Source: an optimization exercise on an open RTL-to-GDS flow (aim: small area, a short achievable clock period and few clock cycles). Production flows keep margins and buffers that such runs may drop. Power is estimated from default activity; no workload was simulated.

==> inputs of v35 <==
==> flow/design.v (excerpt) <==
module wirecodec (
    input             clk,
    input             rst,
    input             cmd_valid,
    output            cmd_ready,
    input      [15:0] cmd_word,
    input      [31:0] cmd_arg,
    input      [15:0] cmd_len,
    input             din_valid,
    output            din_ready,
    input       [7:0] din_data,
    output            dout_valid,
    input             dout_ready,
    output      [7:0] dout_data,
    output            rsp_valid,
    input             rsp_ready,
    output      [3:0] rsp_status,
    output     [31:0] rsp_rval,
    output     [11:0] mem_raddr,
    input       [7:0] mem_rdata,
    output            mem_we,
    output     [11:0] mem_waddr,
    output      [7:0] mem_wdata
);
clock: 8.0 ns
lec_check: 0
abc_area: 1
cap_margin: 20
core_margin: 2
core_utilization: 40
setup_slack_margin: 4.6
slew_margin: 20
run.sh (not shown) runs the stock make flow with config.mk's settings and CLKGATE_MAP_FILE= SYNTH_SCRIPT=/design/flow/synth_recipe.tcl, a recipe that flattens the netlist after the stock synthesis.
==> inputs of v18, as changes to v35 <==
--- a/flow/design.v
+++ b/flow/design.v
@@ -71,13 +71,13 @@
     localparam S_RDS  = 4'd10;    
     localparam S_DOUT = 4'd11;    
     localparam S_POST = 4'd12;    
     localparam S_RSP  = 4'd13;
     localparam S_POST1= 4'd14;    
     localparam S_DEC  = 4'd15;    
-    reg [15:0] st;         
+    reg  [3:0] st;
     reg  [5:0] op;
     reg        rr, vv;
     reg  [2:0] ix;
     reg [15:0] rem;        
     reg [10:0] dp;         
     reg [10:0] rp;         
@@ -95,18 +95,12 @@
     reg        v0, v1;
     reg        fmt, sact;
     reg [10:0] soff;
     reg  [3:0] stat;
     wire [1:0] scr = fs0 ^ fs1 ^ 2'b11;
     wire [1:0] fsr = rr ? fs1 : fs0;
-    function [15:0] oh;
-        input [3:0] i;
-        begin
-            oh = 16'd1 << i;
-        end
-    endfunction
     function [11:0] fa;
         input [1:0]  s;
         input [10:0] p;
         begin
             fa = p[10] ? {5'b11111, s, p[4:0]} : {s, p[9:0]};
         end
@@ -128,13 +122,13 @@
     wire in_illegal  = in_reserved || (cmd_word[7:3] != 5'd0) ||
                        (cmd_word[9] && !in_uses_r) ||
                        (cmd_word[8] && !in_uses_v) ||
                        ((cmd_word[2:0] != 3'd0) && !in_uses_idx);
     wire in_r = cmd_word[9];
     wire [1:0] in_fsr = in_r ? fs1 : fs0;
-    wire idle = st[S_IDLE];
+    wire idle = (st == S_IDLE);
     wire [5:0] in_opx = in_illegal ? 6'h07 : in_op;
     function [10:0] din_start;
         input [5:0] o;
         begin
             case (o)
                 OP_MAKE, OP_CFG_SET_ADDR, OP_SET_DST: din_start = 11'd8;
@@ -153,48 +147,48 @@
     wire d_wen   = d_writer && d_below;
     wire [1:0] wslot = (op == OP_CFG_SET_ADDR) ? 2'd3 :
                        ((op == OP_SET_SRC) || (op == OP_SET_DST)) ? fsr : scr;
     wire d_jump  = (op == OP_NEW) || (op == OP_MAKE);
     wire [10:0] dp_inc = dp + 11'd1;
     wire [10:0] dp_adv = (d_jump && dp == 11'd15) ? 11'd20 : dp_inc;
-    wire din_fire = st[S_DIN] && din_valid;
+    wire din_fire = (st == S_DIN) && din_valid;
     wire [10:0] dp_after = d_wen ? dp_adv : dp;
     wire [10:0] lenv     = dp - 11'd20;       
     assign mem_raddr = fa(rs, rp);
     reg [7:0] wd_n;
     always @(*) begin
-        case (1'b1)
-            st[S_IDLE]: wd_n = (in_op == OP_MAKE) ? 8'd0 : clamp8(cmd_arg);
-            st[S_DIN]:  wd_n = din_data;
-            st[S_HDR]:  wd_n = (rp[1:0] == 2'd1) ? 8'd0 :
+        case (st)
+            S_IDLE: wd_n = (in_op == OP_MAKE) ? 8'd0 : clamp8(cmd_arg);
+            S_DIN:  wd_n = din_data;
+            S_HDR:  wd_n = (rp[1:0] == 2'd1) ? 8'd0 :
                            (rp[1:0] == 2'd2) ? {5'd0, lenv[10:8]} : lenv[7:0];
-            st[S_COPY], st[S_CMP]: wd_n = mem_rdata;
-            st[S_RD2]: begin
+            S_COPY, S_CMP: wd_n = mem_rdata;
+            S_RD2: begin
                 wd_n = mem_rdata;
                 wd_n[3'd7 - ix] = vv;
             end
-            st[S_DOUT]: wd_n = dreg;
-            default: wd_n = (st[S_PAD] || dp < 11'd16) ? 8'h20 : 8'h00;
+            S_DOUT: wd_n = dreg;
+            default: wd_n = (st == S_PAD || dp < 11'd16) ? 8'h20 : 8'h00;
         endcase
     end
     reg  [1:0] wa_s;
     reg [10:0] wa_p;
     always @(*) begin
         wa_s = scr;
         wa_p = dp;
-        case (1'b1)
-            st[S_INIT]: wa_s = tmp[1:0];
-            st[S_IDLE]: begin
+        case (st)
+            S_INIT: wa_s = tmp[1:0];
+            S_IDLE: begin
                 wa_s = (in_op == OP_CFG_SET_PORT) ? 2'd3 :
                        (in_op == OP_NEW || in_op == OP_MAKE) ? scr : in_fsr;
                 wa_p = (in_op == OP_MAKE || in_op == OP_SET_FLAGS) ? 11'd17 : 11'd16;
             end
-            st[S_DIN], st[S_PAD]: wa_s = wslot;
-            st[S_HDR]:  wa_p = rp;
-            st[S_COPY]: if (op == OP_MAKE) wa_p[3] = 1'b0;
-            st[S_RD2]:  begin wa_s = rs; wa_p = 11'd17; end
+            S_DIN, S_PAD: wa_s = wslot;
+            S_HDR:  wa_p = rp;
+            S_COPY: if (op == OP_MAKE) wa_p[3] = 1'b0;
+            S_RD2:  begin wa_s = rs; wa_p = 11'd17; end
             default: ;
         endcase
     end
     wire o_fire  = dv && dout_ready;
     wire o_stall = dv && !dout_ready;
     wire o_lenop = (op == OP_ENCODE) || (op == OP_XNEXT);
@@ -211,16 +205,16 @@
     wire [11:0] p_diff  = {1'b0, dp} - {1'b0, pl};
     wire        p_ok    = !tmp[11] && !(pl[10] && |pl[9:0]) && !ph &&
                           (rp >= 11'd20);
     wire        c_eq    = (wd_r == mem_rdata);
     wire        x_ok  = !ft_q && (rem[15:11] == 5'd0) && (rem[10:0] <= tmp[10:0]);
     assign cmd_ready  = idle;
-    assign din_ready  = st[S_DIN];
+    assign din_ready  = (st == S_DIN);
     assign dout_valid = dv;
     assign dout_data  = dreg;
-    assign rsp_valid  = st[S_RSP];
+    assign rsp_valid  = (st == S_RSP);
     assign rsp_status = stat;
     assign rsp_rval   = {20'd0, tmp};
     assign mem_we     = we_r;
     assign mem_waddr  = wa_r;
     assign mem_wdata  = wd_r;
     task setup;
@@ -247,90 +241,90 @@
             if (op == OP_NEW || op == OP_MAKE) begin
                 if (rr) v1 <= 1'b1; else v0 <= 1'b1;
             end
             begin
                 case (op)
                 OP_CFG_SET_ADDR, OP_SET_DST:
-                    st <= oh((dpa < 11'd16) ? S_PAD : S_RSP);
+                    st <= (dpa < 11'd16) ? S_PAD : S_RSP;
                 OP_SET_SRC:
-                    st <= oh((dpa < 11'd8) ? S_PAD : S_RSP);
+                    st <= (dpa < 11'd8) ? S_PAD : S_RSP;
                 OP_NEW, OP_MAKE, OP_SET_PAYLOAD: begin
                     if (dpa < 11'd16) begin
-                        st <= oh(S_PAD);
+                        st <= S_PAD;
                     end else begin
-                        st  <= oh(S_HDR);
+                        st  <= S_HDR;
                         rp  <= (op == OP_NEW) ? 11'd17 : 11'd18;
                     end
                 end
-                OP_DECODE: st <= oh(S_POST);
-                OP_RX:     st <= oh(n0 ? S_RSP : S_POST);
+                OP_DECODE: st <= S_POST;
+                OP_RX:     st <= n0 ? S_RSP : S_POST;
                 OP_MATCH: begin
-                    st <= oh(S_CMP); rs <= fsr; rp <= 11'd8; ph <= 1'b0;
+                    st <= S_CMP; rs <= fsr; rp <= 11'd8; ph <= 1'b0;
                     infl <= 1'b0; fa_q <= 1'b1;
                 end
                 OP_CFG_GET_ADDR, OP_GET_SRC, OP_GET_DST, OP_ENCODE: begin
-                    st <= oh(S_DOUT); dp <= 11'd0; infl <= 1'b0; dv <= 1'b0;
+                    st <= S_DOUT; dp <= 11'd0; infl <= 1'b0; dv <= 1'b0;
                     rs  <= (op == OP_CFG_GET_ADDR) ? 2'd3 : fsr;
                     rp  <= (op == OP_GET_DST || op == OP_CFG_GET_ADDR) ? 11'd8 : 11'd0;
                     rem <= (op == OP_ENCODE) ? 16'd20 : 16'd8;
                 end
                 OP_GET_PORT, OP_GET_FLAGS, OP_GET_FLAG, OP_SET_FLAG,
                 OP_CFG_GET_PORT, OP_XBEGIN: begin
-                    st <= oh(S_RD1);
+                    st <= S_RD1;
                     rs <= (op == OP_CFG_GET_PORT) ? 2'd3 :
                           (op == OP_XBEGIN) ? fs0 : fsr;
                     rp <= (op == OP_GET_PORT || op == OP_CFG_GET_PORT) ? 11'd16 : 11'd17;
                 end
                 OP_GET_LEN, OP_GET_PAYLOAD: begin
-                    st <= oh(S_RDS); rs <= fsr; dp <= 11'd0; rp <= 11'd18;
+                    st <= S_RDS; rs <= fsr; dp <= 11'd0; rp <= 11'd18;
                 end
                 OP_XNEXT: begin
                     if (sact) begin
-                        st <= oh(S_RDS); rs <= fs0; dp <= 11'd0; rp <= soff + 11'd38;
+                        st <= S_RDS; rs <= fs0; dp <= 11'd0; rp <= soff + 11'd38;
                     end else begin
-                        st <= oh(S_RSP);
+                        st <= S_RSP;
                     end
                 end
-                default: st <= oh(S_RSP);
+                default: st <= S_RSP;
                 endcase
             end
         end
     endtask
     always @(posedge clk) begin
         we_r <= 1'b0;
         wa_r <= fa(wa_s, wa_p);
-        if (!st[S_CMP] || ph) wd_r <= wd_n;
-        if (st[S_DIN] || st[S_POST]) begin
+        if (st != S_CMP || ph) wd_r <= wd_n;
+        if (st == S_DIN || st == S_POST) begin
             if (we_r && wa_r[9:3] == 7'd1)  fa_q <= fa_q & c_eq;
             if (we_r && wa_r[9:0] == 10'd16) ft_q <= c_eq;
         end
         if (rst) begin
-            st   <= oh(S_INIT);
+            st   <= S_INIT;
             dp   <= 11'd0;
             tmp  <= 12'd0;
             fs0  <= 2'd0;
             fs1  <= 2'd1;
             v0   <= 1'b0;
             v1   <= 1'b0;
             fmt  <= 1'b0;
             sact <= 1'b0;
             soff <= 11'd0;
             dv   <= 1'b0;
             stat <= ST_OK;
         end else begin
-            case (1'b1)
-            st[S_INIT]: begin
+            case (st)
+            S_INIT: begin
                 we_r <= 1'b1;
                 dp   <= dp_inc;
                 if (dp == 11'd19) begin
                     dp <= 11'd0;
-                    if (tmp[1:0] == 2'd3) st <= oh(S_IDLE);
+                    if (tmp[1:0] == 2'd3) st <= S_IDLE;
                     tmp[1:0] <= tmp[0] ? 2'd3 : 2'd1;
                 end
             end
-            st[S_IDLE]: begin
+            S_IDLE: begin
                 if (cmd_valid) begin
                     op   <= in_opx;
                     rr   <= in_r;
                     vv   <= cmd_word[8];
                     ix   <= cmd_word[2:0];
                     rem  <= cmd_len;
@@ -342,25 +336,17 @@
                     tmp  <= 12'd0;
                     if (!in_illegal &&
                         (in_op == OP_CFG_SET_PORT || in_op == OP_NEW ||
                          in_op == OP_MAKE || in_op == OP_SET_PORT ||
                          in_op == OP_SET_FLAGS))
                         we_r <= 1'b1;
-                    st <= oh((cmd_len != 16'd0) ? S_DIN : S_DEC);
-                    if (in_op == OP_XNEXT && cmd_word[9:0] == 10'd0 &&
-                        cmd_len == 16'd0 && sact) begin
-                        st <= oh(S_RDS);
-                        stat <= ST_OK;
-                        dp <= 11'd1;
-                        rs <= fs0;
-                        rp <= rp + 11'd1;
-                    end
+                    st <= (cmd_len != 16'd0) ? S_DIN : S_DEC;
                 end
             end
-            st[S_DEC]: setup(dp, rem == 16'd0);
-            st[S_DIN]: begin
+            S_DEC: setup(dp, rem == 16'd0);
+            S_DIN: begin
                 if (din_valid) begin
                     rem <= rem - 16'd1;
                     if (d_wen) begin
                         we_r <= 1'b1;
                         dp   <= dp_adv;
                         rp   <= dp_adv;
@@ -368,91 +354,91 @@
                         if (dp == 11'd19) tmp[7:0]  <= din_data;
                     end
                     if (rem == 16'd1)
                         setup(dp_after, 1'b0);
                 end
             end
-            st[S_PAD]: begin
+            S_PAD: begin
                 we_r <= 1'b1;
                 dp   <= dp_inc;
                 if (dp_inc == (d_lim8 ? 11'd8 : 11'd16)) begin
                     if (op == OP_NEW || op == OP_MAKE) begin
-                        st  <= oh(S_HDR);
+                        st  <= S_HDR;
                         rp  <= (op == OP_NEW) ? 11'd17 : 11'd18;
                         dp  <= 11'd20;
                     end else begin
-                        st <= oh(S_RSP);
+                        st <= S_RSP;
                     end
                 end
             end
-            st[S_HDR]: begin
+            S_HDR: begin
                 we_r <= 1'b1;
                 rp   <= rp + 11'd1;
                 if (rp[1:0] == 2'd3) begin
                     if (op == OP_NEW) begin
                         if (rr) fs1 <= scr; else fs0 <= scr;
-                        st <= oh(S_RSP);
+                        st <= S_RSP;
                     end else begin
-                        st   <= oh(S_COPY);
+                        st   <= S_COPY;
                         infl <= 1'b0;
                         rs   <= (op == OP_MAKE) ? 2'd3 : fsr;
                         rp   <= (op == OP_MAKE) ? 11'd8 : 11'd0;
                     end
                 end
             end
-            st[S_COPY]: begin
+            S_COPY: begin
                 rp   <= rp + 11'd1;
                 dp   <= rp;
                 infl <= 1'b1;
                 if (infl) begin
                     we_r <= 1'b1;
                     if (dp == ((op == OP_MAKE) ? 11'd16 : 11'd17)) begin
                         if (rr) fs1 <= scr; else fs0 <= scr;
-                        st <= oh(S_RSP);
+                        st <= S_RSP;
                     end
                 end
             end
-            st[S_POST]: begin
+            S_POST: begin
                 rp <= p_diff[10:0];
                 ph <= p_diff[11];
-                st <= oh(S_POST1);
+                st <= S_POST1;
             end
-            st[S_POST1]: begin
+            S_POST1: begin
                 if (p_ok) begin
                     if (op == OP_RX && vv && !(fa_q && ft_q)) begin
                         stat <= ST_DISCARD;
                         tmp  <= {8'd0, 1'b1, fa_q & ft_q, ft_q, fa_q};
                     end else begin
                         if (rr) begin fs1 <= scr; v1 <= 1'b1; end
                         else    begin fs0 <= scr; v0 <= 1'b1; sact <= 1'b0; end
                         tmp <= (op == OP_RX) ? {8'd0, 1'b1, fa_q & ft_q, ft_q, fa_q}
                                              : {1'b0, pl};
                     end
-                    st <= oh(S_RSP);
+                    st <= S_RSP;
                 end else begin
                     stat <= ST_EMPTY;
                     tmp  <= 12'd0;
                     dp   <= 11'd0;
-                    st   <= oh(S_FILL);
+                    st   <= S_FILL;
                 end
             end
-            st[S_FILL]: begin
+            S_FILL: begin
                 we_r <= 1'b1;
                 dp   <= dp_inc;
                 if (dp == 11'd19) begin
                     if (op == OP_DECODE) begin
                         if (rr) begin fs1 <= scr; v1 <= 1'b0; end
                         else    begin fs0 <= scr; v0 <= 1'b0; sact <= 1'b0; end
-                        st <= oh(S_RSP);
+                        st <= S_RSP;
                     end else begin
-                        st <= oh(S_CMP); rs <= scr; rp <= 11'd8; ph <= 1'b0;
+                        st <= S_CMP; rs <= scr; rp <= 11'd8; ph <= 1'b0;
                         infl <= 1'b0; fa_q <= 1'b1;
                     end
                 end
             end
-            st[S_CMP]: begin
+            S_CMP: begin
                 if (!ph) begin
                     if (infl) begin
                         if (dp == 11'd16) begin
                             tmp <= {8'd0, (op == OP_MATCH) && (rr ? v1 : v0),
                                     fa_q & c_eq, c_eq, fa_q};
                             if (op == OP_RX) begin
@@ -460,13 +446,13 @@
                                     stat <= ST_DISCARD;
                                 end else begin
                                     if (rr) begin fs1 <= scr; v1 <= 1'b0; end
                                     else    begin fs0 <= scr; v0 <= 1'b0; sact <= 1'b0; end
                                 end
                             end
-                            st <= oh(S_RSP);
+                            st <= S_RSP;
                         end else begin
                             fa_q <= fa_q & c_eq;
                         end
                     end
                     ph <= 1'b1;
                     rs <= 2'd3;
@@ -475,39 +461,39 @@
                     dp   <= rp;
                     rp   <= rp + 11'd1;
                     infl <= 1'b1;
                     ph   <= 1'b0;
                 end
             end
-            st[S_RD1]: st <= oh(S_RD2);
-            st[S_RD2]: begin
+            S_RD1: st <= S_RD2;
+            S_RD2: begin
                 case (op)
                     OP_GET_FLAG: tmp <= {11'd0, mem_rdata[3'd7 - ix]};
                     OP_XBEGIN: begin
                         tmp  <= {11'd0, !fmt && mem_rdata[7]};
                         sact <= !fmt && mem_rdata[7];
                         soff <= 11'd0;
                     end
                     OP_SET_FLAG: begin
                         we_r <= 1'b1;
                     end
                     default: tmp <= {4'd0, mem_rdata};
                 endcase
-                st <= oh(S_RSP);
+                st <= S_RSP;
             end
-            st[S_RDS]: begin
+            S_RDS: begin
                 dp <= dp_inc;
                 rp <= rp + 11'd1;
                 if (op != OP_XNEXT) begin
                     if (dp[1:0] == 2'd1) tmp[11:8] <= {1'b0, mem_rdata[2:0]};
                     if (dp[1:0] == 2'd2) begin
                         tmp[7:0] <= mem_rdata;
                         if (op == OP_GET_LEN || {tmp[10:8], mem_rdata} == 11'd0) begin
-                            st <= oh(S_RSP);
+                            st <= S_RSP;
                         end else begin
-                            st   <= oh(S_DOUT);
+                            st   <= S_DOUT;
                             rem  <= {5'd0, tmp[10:8], mem_rdata};
                             dp   <= 11'd0;
                             infl <= 1'b1;
                             dv   <= 1'b0;
                         end
                     end
@@ -527,31 +513,31 @@
                         3'd4: begin
                             tmp[7:0] <= mem_rdata;
                             rem <= rem + {5'd0, rp};
                         end
                         default: begin
                             if (x_ok) begin
-                                st   <= oh(S_DOUT);
+                                st   <= S_DOUT;
                                 dreg <= mem_rdata;
                                 dv   <= 1'b1;
                                 infl <= 1'b1;
                                 rem  <= 16'd20;
                                 dp   <= 11'd0;
                                 tmp  <= {1'b0, soff};
                                 soff <= rem[10:0];
                             end else begin
                                 stat <= ST_END;
                                 sact <= 1'b0;
                                 tmp  <= 12'd0;
-                                st   <= oh(S_RSP);
+                                st   <= S_RSP;
                             end
                         end
                     endcase
                 end
             end
-            st[S_DOUT]: begin
+            S_DOUT: begin
                 if (o_stall) begin
                     if (infl) rp <= rp - 11'd1;
                     infl <= 1'b0;
                 end else begin
                     rp   <= rp + 11'd1;
                     infl <= 1'b1;
@@ -569,21 +555,20 @@
                         dreg != 8'h20)
                         tmp <= {1'b0, dp_inc};
                     if (op == OP_XNEXT) begin
                         we_r <= 1'b1;
                     end
                     if (o_last) begin
-                        st <= oh(S_RSP);
+                        st <= S_RSP;
                         if (op == OP_ENCODE) tmp <= {1'b0, dp_inc};
                         if (op == OP_XNEXT) begin fs1 <= scr; v1 <= 1'b1; end
                     end
                 end
             end
-            st[S_RSP]: begin
-                rs <= fs0;
-                rp <= soff + 11'd38;
-                if (rsp_ready) st <= oh(S_IDLE);
+            S_RSP: begin
+                if (rsp_ready) st <= S_IDLE;
             end
+            default: st <= S_IDLE;
             endcase
         end
     end
 endmodule
--- a/flow/config.mk
+++ b/flow/config.mk
@@ -6,8 +6,7 @@
 export NUM_CORES = 4
 export LEC_CHECK = 0
 export ABC_AREA = 1
 export CAP_MARGIN = 20
 export CORE_MARGIN = 2
 export CORE_UTILIZATION = 40
-export SETUP_SLACK_MARGIN = 4.6
 export SLEW_MARGIN = 20
==> inputs of v4, as changes to v35 <==
--- a/flow/design.v
+++ b/flow/design.v
@@ -149,13 +149,14 @@
     wire d_lim8  = (op == OP_SET_SRC);
     wire d_lim16 = (op == OP_SET_DST) || (op == OP_CFG_SET_ADDR);
     wire d_below = d_lim8  ? (dp < 11'd8) :
                    d_lim16 ? (dp < 11'd16) : (dp < 11'd1044);
     wire d_wen   = d_writer && d_below;
     wire [1:0] wslot = (op == OP_CFG_SET_ADDR) ? 2'd3 :
-                       ((op == OP_SET_SRC) || (op == OP_SET_DST)) ? fsr : scr;
+                       ((op == OP_SET_SRC) || (op == OP_SET_DST) ||
+                        (op == OP_SET_PAYLOAD)) ? fsr : scr;
     wire d_jump  = (op == OP_NEW) || (op == OP_MAKE);
     wire [10:0] dp_inc = dp + 11'd1;
     wire [10:0] dp_adv = (d_jump && dp == 11'd15) ? 11'd20 : dp_inc;
     wire din_fire = st[S_DIN] && din_valid;
     wire [10:0] dp_after = d_wen ? dp_adv : dp;
     wire [10:0] lenv     = dp - 11'd20;       
@@ -186,14 +187,14 @@
             st[S_IDLE]: begin
                 wa_s = (in_op == OP_CFG_SET_PORT) ? 2'd3 :
                        (in_op == OP_NEW || in_op == OP_MAKE) ? scr : in_fsr;
                 wa_p = (in_op == OP_MAKE || in_op == OP_SET_FLAGS) ? 11'd17 : 11'd16;
             end
             st[S_DIN], st[S_PAD]: wa_s = wslot;
-            st[S_HDR]:  wa_p = rp;
-            st[S_COPY]: if (op == OP_MAKE) wa_p[3] = 1'b0;
+            st[S_HDR]:  begin wa_s = wslot; wa_p = rp; end
+            st[S_COPY]: wa_p[3] = 1'b0;
             st[S_RD2]:  begin wa_s = rs; wa_p = 11'd17; end
             default: ;
         endcase
     end
     wire o_fire  = dv && dout_ready;
     wire o_stall = dv && !dout_ready;
@@ -205,17 +206,17 @@
         if (o_lenop && dp == 11'd19) rem_o = {5'd0, rem[10:8], dreg};
     end
     wire o_last = (o_lenop && dp == 11'd19) ? ({rem[10:8], dreg} == 11'd0) :
                   (!(o_lenop && dp == 11'd18) && rem == 16'd1);
     wire o_done = o_fire && o_last;
     wire [10:0] pl      = tmp[10:0];
-    wire [11:0] p_diff  = {1'b0, dp} - {1'b0, pl};
-    wire        p_ok    = !tmp[11] && !(pl[10] && |pl[9:0]) && !ph &&
-                          (rp >= 11'd20);
+    wire        p_cmp   = ({5'd0, pl} <= rem);
+    wire        p_ok    = !tmp[11] && !(pl[10] && |pl[9:0]) &&
+                          (dp > 11'd20 ? ph : (dp == 11'd20 && p_cmp));
     wire        c_eq    = (wd_r == mem_rdata);
-    wire        x_ok  = !ft_q && (rem[15:11] == 5'd0) && (rem[10:0] <= tmp[10:0]);
+    wire        x_ok  = !ft_q && !rem[11] && (rem[10:0] <= tmp[10:0]);
     assign cmd_ready  = idle;
     assign din_ready  = st[S_DIN];
     assign dout_valid = dv;
     assign dout_data  = dreg;
     assign rsp_valid  = st[S_RSP];
     assign rsp_status = stat;
@@ -314,13 +315,13 @@
             fmt  <= 1'b0;
             sact <= 1'b0;
             soff <= 11'd0;
             dv   <= 1'b0;
             stat <= ST_OK;
         end else begin
-            case (1'b1)
+            unique case (1'b1)
             st[S_INIT]: begin
                 we_r <= 1'b1;
                 dp   <= dp_inc;
                 if (dp == 11'd19) begin
                     dp <= 11'd0;
                     if (tmp[1:0] == 2'd3) st <= oh(S_IDLE);
@@ -355,12 +356,13 @@
                         rp <= rp + 11'd1;
                     end
                 end
             end
             st[S_DEC]: setup(dp, rem == 16'd0);
             st[S_DIN]: begin
+                if (dp == 11'd20) ph <= p_cmp;
                 if (din_valid) begin
                     rem <= rem - 16'd1;
                     if (d_wen) begin
                         we_r <= 1'b1;
                         dp   <= dp_adv;
                         rp   <= dp_adv;
@@ -385,41 +387,38 @@
                 end
             end
             st[S_HDR]: begin
                 we_r <= 1'b1;
                 rp   <= rp + 11'd1;
                 if (rp[1:0] == 2'd3) begin
-                    if (op == OP_NEW) begin
-                        if (rr) fs1 <= scr; else fs0 <= scr;
-                        st <= oh(S_RSP);
-                    end else begin
+                    if (op == OP_MAKE) begin
                         st   <= oh(S_COPY);
                         infl <= 1'b0;
-                        rs   <= (op == OP_MAKE) ? 2'd3 : fsr;
-                        rp   <= (op == OP_MAKE) ? 11'd8 : 11'd0;
+                        rs   <= 2'd3;
+                        rp   <= 11'd8;
+                    end else begin
+                        if (op == OP_NEW) begin
+                            if (rr) fs1 <= scr; else fs0 <= scr;
+                        end
+                        st <= oh(S_RSP);
                     end
                 end
             end
             st[S_COPY]: begin
                 rp   <= rp + 11'd1;
                 dp   <= rp;
                 infl <= 1'b1;
                 if (infl) begin
                     we_r <= 1'b1;
-                    if (dp == ((op == OP_MAKE) ? 11'd16 : 11'd17)) begin
+                    if (dp == 11'd16) begin
                         if (rr) fs1 <= scr; else fs0 <= scr;
                         st <= oh(S_RSP);
                     end
                 end
             end
             st[S_POST]: begin
-                rp <= p_diff[10:0];
-                ph <= p_diff[11];
-                st <= oh(S_POST1);
-            end
-            st[S_POST1]: begin
                 if (p_ok) begin
                     if (op == OP_RX && vv && !(fa_q && ft_q)) begin
                         stat <= ST_DISCARD;
                         tmp  <= {8'd0, 1'b1, fa_q & ft_q, ft_q, fa_q};
                     end else begin
                         if (rr) begin fs1 <= scr; v1 <= 1'b1; end
@@ -512,24 +511,24 @@
                         end
                     end
                 end else begin
                     case (dp[2:0])
                         3'd0: ;
                         3'd1: begin
-                            rem[15:8] <= mem_rdata;
+                            rem[15:8] <= {5'd0, mem_rdata[2:0]};
                             ft_q <= |mem_rdata[7:3];
                             rp <= 11'd18;
                         end
                         3'd2: rem[7:0] <= mem_rdata;
                         3'd3: begin
                             tmp[11:8] <= {1'b0, mem_rdata[2:0]};
                             rp <= soff + 11'd20;
                         end
                         3'd4: begin
                             tmp[7:0] <= mem_rdata;
-                            rem <= rem + {5'd0, rp};
+                            rem <= {4'd0, rem[11:0] + {1'b0, rp}};
                         end
                         default: begin
                             if (x_ok) begin
                                 st   <= oh(S_DOUT);
                                 dreg <= mem_rdata;
                                 dv   <= 1'b1;
==> flow/flow/run.sh (new file) <==
#!/bin/bash
# Standard ORFS layout (standard.sh), with the port buffers made from
# sky130_fd_sc_hd__buf_2 instead of the resizer's default choice.
set -euo pipefail
export BUFFER_PORTS_ARGS="-buffer_cell sky130_fd_sc_hd__buf_2"
bash standard.sh > standard_flow.log 2>&1
==> flow/standard.sh (new file) <==
#!/bin/bash
# synth_recipe.tcl (not shown) runs the flow's synth.tcl, then flattens the netlist and writes it again
# the make line also repeats each setting of config.mk as NAME=value (left out here)
make -C /OpenROAD-flow-scripts/flow DESIGN_CONFIG=/design/flow/config.mk WORK_HOME=/design/flow/orfs CLKGATE_MAP_FILE= SYNTH_SCRIPT=/design/flow/synth_recipe.tcl "${@:-finish}"
removed: flow/run.sh
==> metrics.csv <==
stage,metric,value,unit
status,status,finished clean,
critical_path,worstPathArrival,3.89,ns
power,ir_worst_vdd,0.178,mV
placed_design,place_ws,3.25,ns
yosys,yosys-top-cells-count,"647 x nand2_1, 361 x nor2_1, 353 x inv_1",
cells_and_area,seq_cells,136,
timing,setup_slack,4.56,ns
floorplan,nWellTaps,532,
cells_and_area,multi_input_area,12000,um2
timing,slew_headroom,0.265,
cells_and_area,nonClkBufAreaFrac,0.121,
placed_design,place_congestion,1.15,
cells_and_area,fin_area,20600,um2
-- figures above: v35

==> metrics.csv <==
stage,metric,value,unit
routing,wl,83.6,mm
placed_design,place_ws,3.56,ns
yosys,yosys-top-cells-count,"477 x nand2_1, 286 x inv_1, 243 x nor2_1",
cells_and_area,nNetsFinal,2549,
status,status,finished clean,
placed_design,placed_cells,2845,
yosys,synth_top_area_frac,0.127,
cells_and_area,fin_area,16500,um2
critical_path,worstPathArrival,3.15,ns
timing,setup_slack,3.25,ns
floorplan,nWellTaps,455,
cells_and_area,multi_input_area,9490,um2
cells_and_area,nonClkBufAreaFrac,0.0971,
placed_design,place_congestion,1.09,
-- figures above: v18

==> metrics.csv <==
stage,metric,value,unit
cells_and_area,seq_cells,135,
timing,setup_slack,4.51,ns
yosys,syn_area,14600,um2
power,ir_worst_vdd,0.149,mV
critical_path,cp_slowest_stage_delay,0.91,ns
critical_path,crit_path_max_fanout,8,
yosys,yosys-top-cells-count,"516 x nand2_1, 290 x inv_1, 244 x nor2_1",
clocking,path_clk_slew,0.06,ns
placed_design,place_ws,3.45,ns
cells_and_area,nonClkBufAreaFrac,0.0659,
cells_and_area,multi_input_area,9770,um2
power,p_switching,0.484,mW
status,status,finished clean,
-- figures above: v4

No functional check of the RTL was part of any run of this note.

[separate check: timing with driven ports]
In the flow no input, the clock included, has a driving cell. The finished layouts below were timed again as built, in two steps. Step 1 (the two cells are an assumption about what drives the block):
set clk [get_ports {clk}]
set_driving_cell -lib_cell sky130_fd_sc_hd__clkbuf_16 $clk
set_driving_cell -lib_cell sky130_fd_sc_hd__buf_2 [delete_from_list [all_inputs] $clk]
Step 2 moves the port delays by t, midway between the first and last clock arrival at a register: inputs arrive t later, outputs are due t later. That takes back most of the time a late clock gives input paths. Three values: no drivers, after step 1, after step 2; two values: the first two.
| run | t (ns) | setup slack, ns | worst hold slack (ns) | slew at the worst register clock pin (ns) | cell pins on the clock port's net |
|---|---|---|---|---|---|
| v35 | 0.579 | 4.556 / 4.510 / 4.032 | 0.488 / 0.488 / 0.488 | 0.07 / 0.07 | 1 |
| v18 | 0.526 | 3.252 / 3.189 / 3.411 | 0.475 / 0.475 / 0.475 | 0.07 / 0.07 | 1 |
| v4 | 0.515 | 4.508 / 4.546 / 4.031 | 0.452 / 0.452 / 0.452 | 0.07 / 0.07 | 1 |
After both steps every run listed still meets setup and hold. The setup slack of v35, which loses most, moves by -0.046 ns with the drivers and by -0.524 ns with both steps.
